This design comes from an exercise in tuning for small area on the open sky130 flow, not from production work. In this exercise RTL edits were held to simulation tests only and were not proved equivalent to the original. No driver is modelled on the clock port, so clocking that relies on it looks cheaper here than on a real chip. No activity file was given, so power comes from the tool's default toggle rates.

== v51 ==
// drive_state_fsm
module drive_state_fsm #(
    parameter [31:0] EXCL_CLS   = 32'h0000_0064, EXCL_INST   = 32'h0000_0001, EXCL_ATTR   = 32'h0000_2000,
    parameter [31:0] CW_CLS     = 32'h0000_0064, CW_INST     = 32'h0000_0001, CW_ATTR     = 32'h0000_6040,
    parameter [31:0] SW_CLS     = 32'h0000_0064, SW_INST     = 32'h0000_0001, SW_ATTR     = 32'h0000_6041,
    parameter [31:0] OPMODE_CLS = 32'h0000_0064, OPMODE_INST = 32'h0000_0001, OPMODE_ATTR = 32'h0000_6060,
    parameter [31:0] JOG_CLS    = 32'h0000_0065, JOG_INST    = 32'h0000_0002, JOG_ATTR    = 32'h0000_2101,
    parameter [31:0] JOGVEL_CLS = 32'h0000_0065, JOGVEL_INST = 32'h0000_0002, JOGVEL_ATTR = 32'h0000_60FF,
    parameter [31:0] POLL_TICKS        = 32'd100,    
    parameter [31:0] RETRY_DELAY_TICKS = 32'd500
) (
    input  wire        clk,
    input  wire        rst,             
    input  wire        tick,
    input  wire        cmd_valid,
    input  wire [63:0] cmd_word,
    output wire        cmd_ready,
    output reg         done,
    output wire [3:0]  res_code,
    output reg  [3:0]  res_op,
    output reg  [7:0]  res_detail,
    output reg  [15:0] res_sw,
    output reg         res_sw_valid,
    output reg  [2:0]  phase,
    output wire        busy,
    output reg  [15:0] last_sw,
    output reg         last_sw_valid,
    output wire        alarm_stop_fail,
    output reg         req_valid,
    output reg         req_write,       
    output reg  [31:0] req_cls,
    output reg  [31:0] req_inst,
    output reg  [31:0] req_attr,
    output reg  [2:0]  req_len,         
    output reg  [31:0] req_data,        
    input  wire        rsp_valid,
    input  wire        rsp_ok,
    input  wire [1:0]  rsp_len,         
    input  wire [15:0] rsp_data         
);
    localparam [2:0] OP_NONE  = 3'd0, OP_CLAIM = 3'd1, OP_ENABLE = 3'd2, OP_DISABLE = 3'd3,
                     OP_TRIG  = 3'd4, OP_STOP  = 3'd5, OP_RDSTAT = 3'd6, OP_WAITB   = 3'd7;
    localparam [2:0] RC_OK = 3'd0, RC_TIMEOUT = 3'd1, RC_TRANSPORT = 3'd2,
                     RC_ENCODING = 3'd3, RC_PHASE = 3'd4, RC_ILLEGAL = 3'd5,
                     RC_ARG = 3'd6, RC_NONE = 3'd7;
    localparam [2:0] PH_IDLE = 3'd0, PH_CLAIMED = 3'd1, PH_RTSO = 3'd2,
                     PH_SWON = 3'd3, PH_OPEN = 3'd4, PH_RELEASED = 3'd5;
    reg  [2:0]  op;         
    reg         slp;        
  ...
Size: roughly 920 cells after synthesis, roughly 280 I/O pins, ~8300 um2 of cells after synthesis.
clock: 10.0 ns
lec_check: 0
cap_margin: 20
core_margin: 2
core_utilization: 55
place_density: 0.8
slew_margin: 20
buffer_ports_args: -buffer_cell sky130_fd_sc_hd__buf_1
skip_repair_tie_fanout: 1
pre_global_place_tcl: /design/flow/flow/pre_gpl.tcl
cts_args: -dont_use_dummy_load -buf_list sky130_fd_sc_hd__clkbuf_8
pre_cts_tcl: /design/flow/flow/pre_cts.tcl
standard.sh (not shown) runs the stock make flow with config.mk's settings and CLKGATE_MAP_FILE= SYNTH_SCRIPT=/design/flow/synth_recipe.tcl, a recipe that flattens the netlist after the stock synthesis.
==> flow/flow/run.sh <==
#!/bin/bash
# Own layout flow: the standard flow (standard.sh, unchanged synthesis) with
#  - port buffers made from the smallest buffer cell,
#  - constant output ports tied in small groups along the die edge, one tie
#    cell per group (pre_gpl.tcl), instead of one tie cell per port,
#  - a hand-built two-level clock tree (pre_cts.tcl): clk -> one root buffer ->
#    leaf buffers, each driving one region's flip-flops; TritonCTS is told to
#    leave those nets alone.
# Each tool's full output stays in orfs/logs/ (ORFS's own logs); make's output
# goes to standard.log.
set -euo pipefail
cat >> config.mk <<EOC
export BUFFER_PORTS_ARGS = -buffer_cell sky130_fd_sc_hd__buf_1
export SKIP_REPAIR_TIE_FANOUT = 1
export PRE_GLOBAL_PLACE_TCL = $PWD/flow/pre_gpl.tcl
export CTS_ARGS = -dont_use_dummy_load -buf_list sky130_fd_sc_hd__clkbuf_8
export PRE_CTS_TCL = $PWD/flow/pre_cts.tcl
EOC
bash standard.sh > standard.log 2>&1
==> flow/flow/pre_cts.tcl <==
# Hand-built clock tree, sourced by ORFS's cts.tcl before clock_tree_synthesis.
# clk -> root buffer -> NLEAF leaf buffers -> flip-flop clock pins. The sinks
# are cut into NLEAF regions of about equal size (columns by x, then rows by y)
# and each leaf buffer starts at its region's centroid; cts.tcl's detailed
# placement legalizes them. All paths have the same two buffers.
set nleaf 10
set leafcell sky130_fd_sc_hd__clkbuf_8
set rootcell sky130_fd_sc_hd__clkbuf_8

set block [ord::get_db_block]
set net [$block findNet clk]
set pts {}
foreach it [$net getITerms] {
  if {[[$it getMTerm] getName] == "CLK"} {
    set loc [[$it getInst] getLocation]
    lappend pts [list [lindex $loc 0] [lindex $loc 1] $it]
  }
}
set n [llength $pts]
set ncol [expr {int(round(sqrt($nleaf)))}]
set pts [lsort -integer -index 0 $pts]
set groups {}
set done 0
set gdone 0
for {set c 0} {$c < $ncol} {incr c} {
  set rows [expr {$nleaf / $ncol + ($c < $nleaf % $ncol ? 1 : 0)}]
  set upto [expr {int(round(double($n) * ($gdone + $rows) / $nleaf))}]
  set col [lsort -integer -index 1 [lrange $pts $done [expr {$upto - 1}]]]
  set m [llength $col]
  for {set r 0} {$r < $rows} {incr r} {
    set a [expr {int(round(double($m) * $r / $rows))}]
    set b [expr {int(round(double($m) * ($r + 1) / $rows)) - 1}]
    lappend groups [lrange $col $a $b]
  }
  set done $upto
  incr gdone $rows
}
set lmaster [[ord::get_db] findMaster $leafcell]
set rmaster [[ord::get_db] findMaster $rootcell]
set rootnet [odb::dbNet_create $block clknet_root]
$rootnet setSigType CLOCK
set skip [list clknet_root]
set i 0
set sx 0
set sy 0
foreach g $groups {
  set x 0
  set y 0
  foreach p $g {
    incr x [lindex $p 0]
    incr y [lindex $p 1]
  }
  set x [expr {$x / [llength $g]}]
  set y [expr {$y / [llength $g]}]
  incr sx $x
  incr sy $y
  set buf [odb::dbInst_create $block $lmaster clkleaf_$i]
  $buf setLocation $x $y
  $buf setPlacementStatus PLACED
  set lnet [odb::dbNet_create $block clknet_leaf_$i]
  $lnet setSigType CLOCK
  foreach p $g {
    set it [lindex $p 2]
    $it disconnect
    $it connect $lnet
  }
  [$buf findITerm X] connect $lnet
  [$buf findITerm A] connect $rootnet
  lappend skip clknet_leaf_$i
  incr i
}
set root [odb::dbInst_create $block $rmaster clkroot]
$root setLocation [expr {$sx / $i}] [expr {$sy / $i}]
$root setPlacementStatus PLACED
[$root findITerm X] connect $rootnet
[$root findITerm A] connect $net
puts "pre_cts.tcl: hand-built clock tree, $n sinks, $i leaf buffers ($leafcell), root $rootcell"
set_cts_config -skip_nets $skip
Other scripts of this flow, unchanged in this note and not shown: flow/flow/pre_gpl.tcl
Inputs modified between v51 and v55:
Settings: changing PLACE_DENSITY from 0.8 to 0.9; changing CORE_UTILIZATION from 55 to 70.
--- a/flow/flow/pre_cts.tcl
+++ b/flow/flow/pre_cts.tcl
@@ -6 +6 @@
-set nleaf 10
+set nleaf 9
Results
- The pin slew with the least headroom to its limit of v55 is lower than that of v51.
- Route | v55 vs v51 | wire shorter in v55
- Cell area after placement, v55 vs v51: down slightly
- v51 -> v55: area after synthesis delta 0, exact match
- The ratio of cells with drive above 1 in the final layout of v55 falls short of that of v51 by 0.19 points.
Edits applied to the flow inputs when going from v55 to v17:
Settings: a change of PLACE_DENSITY from 0.9 to 0.6; a change of CORE_UTILIZATION from 70 to 40.
--- a/flow/flow/pre_cts.tcl
+++ b/flow/flow/pre_cts.tcl
@@ -6 +6 @@
-set nleaf 9
+set nleaf 10
- Wire length of the first global-routing pass, v17 vs v55: up by a few percent
- Re total iterations of the first detailed-routing run: v55 was lower than v17.
- In the metrics for v17 and v55, the one carrying the higher cell area after layout is v17.
- v17 vs v55: minimum period implied by the final worst setup slack down in v17
- [compare] base=v55 new=v17: total track usage down 12 points, fraction of area in multi-input gates down 1.1 points.
- Side by side, number of gates on the worst path with buffers counted turned out higher in v17 than in v55.
- Compared with v55, v17 has extra setup slack.
- Sort v17 and v55 by cell row count, descending, and v17 comes first.
- Transition time of the tightest slew-check pin delta for v17 relative to v55: 0.048 ns higher

* * *

drive_state_fsm again, from the RTL that the note above started with.
Design drive_state_fsm, start of the top module:
module drive_state_fsm #(
    parameter [31:0] EXCL_CLS   = 32'h0000_0064, EXCL_INST   = 32'h0000_0001, EXCL_ATTR   = 32'h0000_2000,
    parameter [31:0] CW_CLS     = 32'h0000_0064, CW_INST     = 32'h0000_0001, CW_ATTR     = 32'h0000_6040,
    parameter [31:0] SW_CLS     = 32'h0000_0064, SW_INST     = 32'h0000_0001, SW_ATTR     = 32'h0000_6041,
    parameter [31:0] OPMODE_CLS = 32'h0000_0064, OPMODE_INST = 32'h0000_0001, OPMODE_ATTR = 32'h0000_6060,
    parameter [31:0] JOG_CLS    = 32'h0000_0065, JOG_INST    = 32'h0000_0002, JOG_ATTR    = 32'h0000_2101,
    parameter [31:0] JOGVEL_CLS = 32'h0000_0065, JOGVEL_INST = 32'h0000_0002, JOGVEL_ATTR = 32'h0000_60FF,
    parameter [31:0] POLL_TICKS        = 32'd100,    
    parameter [31:0] RETRY_DELAY_TICKS = 32'd500
) (
    input  wire        clk,
    input  wire        rst,             
    input  wire        tick,
    input  wire        cmd_valid,
    input  wire [63:0] cmd_word,
    output wire        cmd_ready,
    output reg         done,
    output wire [3:0]  res_code,
    output reg  [3:0]  res_op,
    output reg  [7:0]  res_detail,
    output reg  [15:0] res_sw,
    output reg         res_sw_valid,
    output reg  [2:0]  phase,
    output wire        busy,
    output reg  [15:0] last_sw,
    output reg         last_sw_valid,
    output wire        alarm_stop_fail,
    output reg         req_valid,
    output reg         req_write,       
    output reg  [31:0] req_cls,
    output reg  [31:0] req_inst,
    output reg  [31:0] req_attr,
    output reg  [2:0]  req_len,         
    output reg  [31:0] req_data,        
    input  wire        rsp_valid,
    input  wire        rsp_ok,
    input  wire [1:0]  rsp_len,         
    input  wire [15:0] rsp_data         
);
Settings: LEC_CHECK=0, CAP_MARGIN=20, CORE_MARGIN=2, CORE_UTILIZATION=40, PLACE_DENSITY=0.6, SLEW_MARGIN=20, BUFFER_PORTS_ARGS=-buffer_cell sky130_fd_sc_hd__buf_1, CTS_ARGS=-dont_use_dummy_load -buf_list sky130_fd_sc_hd__clkbuf_8, PRE_CTS_TCL=/design/flow/flow/pre_cts.tcl; clock period 10.0 ns.
==> flow/flow/run.sh <==
#!/bin/bash
# Own layout flow: the standard flow (standard.sh, unchanged synthesis) with
#  - port buffers made from the smallest buffer cell,
#  - a hand-built two-level clock tree (pre_cts.tcl): clk -> one root buffer ->
#    leaf buffers, each driving one region's flip-flops; TritonCTS is told to
#    leave those nets alone.
# Each tool's full output stays in orfs/logs/ (ORFS's own logs); make's output
# goes to standard.log.
set -euo pipefail
cat >> config.mk <<EOC
export BUFFER_PORTS_ARGS = -buffer_cell sky130_fd_sc_hd__buf_1
export CTS_ARGS = -dont_use_dummy_load -buf_list sky130_fd_sc_hd__clkbuf_8
export PRE_CTS_TCL = $PWD/flow/pre_cts.tcl
EOC
bash standard.sh > standard.log 2>&1
Other scripts of this flow, unchanged in this note and not shown: flow/flow/pre_cts.tcl
Then changed:
--- a/flow/flow/run.sh
+++ b/flow/flow/run.sh
@@ -2,4 +2,6 @@
 # Own layout flow: the standard flow (standard.sh, unchanged synthesis) with
 #  - port buffers made from the smallest buffer cell,
+#  - constant output ports tied in small groups along the die edge, one tie
+#    cell per group (pre_gpl.tcl), instead of one tie cell per port,
 #  - a hand-built two-level clock tree (pre_cts.tcl): clk -> one root buffer ->
 #    leaf buffers, each driving one region's flip-flops; TritonCTS is told to
@@ -10,4 +12,6 @@
 cat >> config.mk <<EOC
 export BUFFER_PORTS_ARGS = -buffer_cell sky130_fd_sc_hd__buf_1
+export SKIP_REPAIR_TIE_FANOUT = 1
+export PRE_GLOBAL_PLACE_TCL = $PWD/flow/pre_gpl.tcl
 export CTS_ARGS = -dont_use_dummy_load -buf_list sky130_fd_sc_hd__clkbuf_8
 export PRE_CTS_TCL = $PWD/flow/pre_cts.tcl
==> flow/flow/pre_gpl.tcl (new file) <==
# Constant outputs: synthesis leaves one tie cell per constant value. Give each
# run of up to $tie_group neighbouring output ports (in order around the die)
# its own tie cell, so no tie net spans the whole die. Sourced by ORFS's
# global_place.tcl after the ports are placed; the buffers synthesis put between
# the tie cells and the ports are removed first (as global_place.tcl does next).
set tie_group 6
remove_buffers
set block [ord::get_db_block]
set die [$block getDieArea]
set dw [$die dx]
set dh [$die dy]
proc perim_pos {bt dw dh} {
  set bb [$bt getBBox]
  set x [expr {([$bb xMin] + [$bb xMax]) / 2}]
  set y [expr {([$bb yMin] + [$bb yMax]) / 2}]
  set d [list $y [expr {$dw - $x}] [expr {$dh - $y}] $x]
  set m [lindex [lsort -integer $d] 0]
  if {$m == [lindex $d 0]} { return $x }
  if {$m == [lindex $d 1]} { return [expr {$dw + $y}] }
  if {$m == [lindex $d 2]} { return [expr {$dw + $dh + $dw - $x}] }
  return [expr {2 * $dw + $dh + $dh - $y}]
}
set k 0
foreach inst [$block getInsts] {
  set master [$inst getMaster]
  if {[$master getName] ne "sky130_fd_sc_hd__conb_1"} { continue }
  foreach pin {HI LO} {
    set it [$inst findITerm $pin]
    set net [$it getNet]
    if {$net eq "NULL"} { continue }
    set bts {}
    foreach bt [$net getBTerms] { lappend bts [list [perim_pos $bt $dw $dh] $bt] }
    if {[llength $bts] <= $tie_group} { continue }
    set bts [lsort -integer -index 0 $bts]
    set first 1
    for {set i 0} {$i < [llength $bts]} {incr i $tie_group} {
      set grp [lrange $bts $i [expr {$i + $tie_group - 1}]]
      if {$first} { set first 0; continue }
      set t [odb::dbInst_create $block $master "tie_split_$k"]
      set nn [odb::dbNet_create $block "tie_split_net_$k"]
      foreach p $grp {
        set bt [lindex $p 1]
        $bt disconnect
        $bt connect $nn
      }
      [$t findITerm $pin] connect $nn
      incr k
    }
  }
}
puts "pre_gpl.tcl: $k extra tie cells for constant output ports"
- CAP_MARGIN: 20 -> 0
- PRE_GLOBAL_PLACE_TCL: unset -> /design/flow/flow/pre_gpl.tcl
- SKIP_REPAIR_TIE_FANOUT: unset -> 1
- SLEW_MARGIN: 20 -> 0
=>
- The changed run went through all stages and came out clean
- power barely changes
- die area does not change
- via count drops by about 2.8%
- cell area drops by about 3%
- area after synthesis does not change
- routed wire length drops by about 0.34%
- maximum frequency drops by about 2.4%
- register-to-register slack got worse by 0.19 ns
Then changed:
- CAP_MARGIN: 0 -> 20
- CORE_UTILIZATION: 40 -> 70
- PLACE_DENSITY: 0.6 -> 0.9
- SLEW_MARGIN: 0 -> 20
The new run ran to the end with no violations; routed wire length shrinks by 6.4%; via count grows by 4.9%; fmax shrinks by 2.0%; setup slack gets worse by 0.19 ns.
Then changed:
--- a/flow/flow/run.sh
+++ b/flow/flow/run.sh
@@ -6,5 +6,6 @@
 #  - a hand-built two-level clock tree (pre_cts.tcl): clk -> one root buffer ->
 #    leaf buffers, each driving one region's flip-flops; TritonCTS is told to
-#    leave those nets alone.
+#    leave those nets alone,
+#  - cells on paths with slack sized down after CTS (post_cts.tcl).
 # Each tool's full output stays in orfs/logs/ (ORFS's own logs); make's output
 # goes to standard.log.
@@ -16,4 +17,5 @@
 export CTS_ARGS = -dont_use_dummy_load -buf_list sky130_fd_sc_hd__clkbuf_8
 export PRE_CTS_TCL = $PWD/flow/pre_cts.tcl
+export POST_CTS_TCL = $PWD/flow/post_cts.tcl
 EOC
 bash standard.sh > standard.log 2>&1
==> flow/flow/post_cts.tcl (new file) <==
# After CTS and its timing repair: size cells on paths with timing slack down
# to smaller variants (OpenROAD's power recovery); the global-route repair that
# follows still fixes any slew, capacitance or timing this leaves.
repair_timing -recover_power 100
- CORE_UTILIZATION: 70 -> 40
- PLACE_DENSITY: 0.9 -> 0.6
- POST_CTS_TCL: unset -> /design/flow/flow/post_cts.tcl
After rerunning: Setup slack loses 0.13 ns. Fmax went down by 1.5%. Design area rose by 2.3%. Global-route usage falls by 12 points. Hold slack gets worse by 0.0085 ns. Combinational power barely changes. Synthesized area stays the same.

## static timing again, ports no longer ideal
Ports are ideal in the flow. The routed layouts listed here were re-timed in OpenROAD.
Step 1 assumes that a clkbuf_16 drives the clock port and a buf_2 every other input.
Step 2 times the ports against the registers' clock, not the clock port: input delays grow and output delays shrink by t, the midpoint of the rising clock arrivals with the driver on.
Three values: no drivers, after step 1, after step 2; two values: the first two.
run | shift t [ns] | setup slack, ns | worst setup path at the end | latest minus earliest clock arrival (ns)
v51 | 0.470 | 1.307 / 1.295 / 0.825 | input to register | 0.013 / 0.012
v55 | 0.461 | 0.900 / 0.890 / 0.429 | input to register | 0.028 / 0.028
v17 | 0.468 | 1.071 / 1.040 / 0.572 | input to register | 0.007 / 0.008
the first run of note 2 | 0.468 | 1.328 / 1.320 / 0.852 | input to register | 0.009 / 0.009
the second run of note 2 | 0.468 | 1.113 / 1.082 / 0.614 | input to register | 0.010 / 0.010
the third run of note 2 | 0.465 | 0.928 / 0.916 / 0.452 | input to register | 0.030 / 0.031
the fourth run of note 2 | 0.467 | 0.793 / 0.763 / 0.296 | input to register | 0.007 / 0.008
After both steps setup and hold are still met in every run listed.
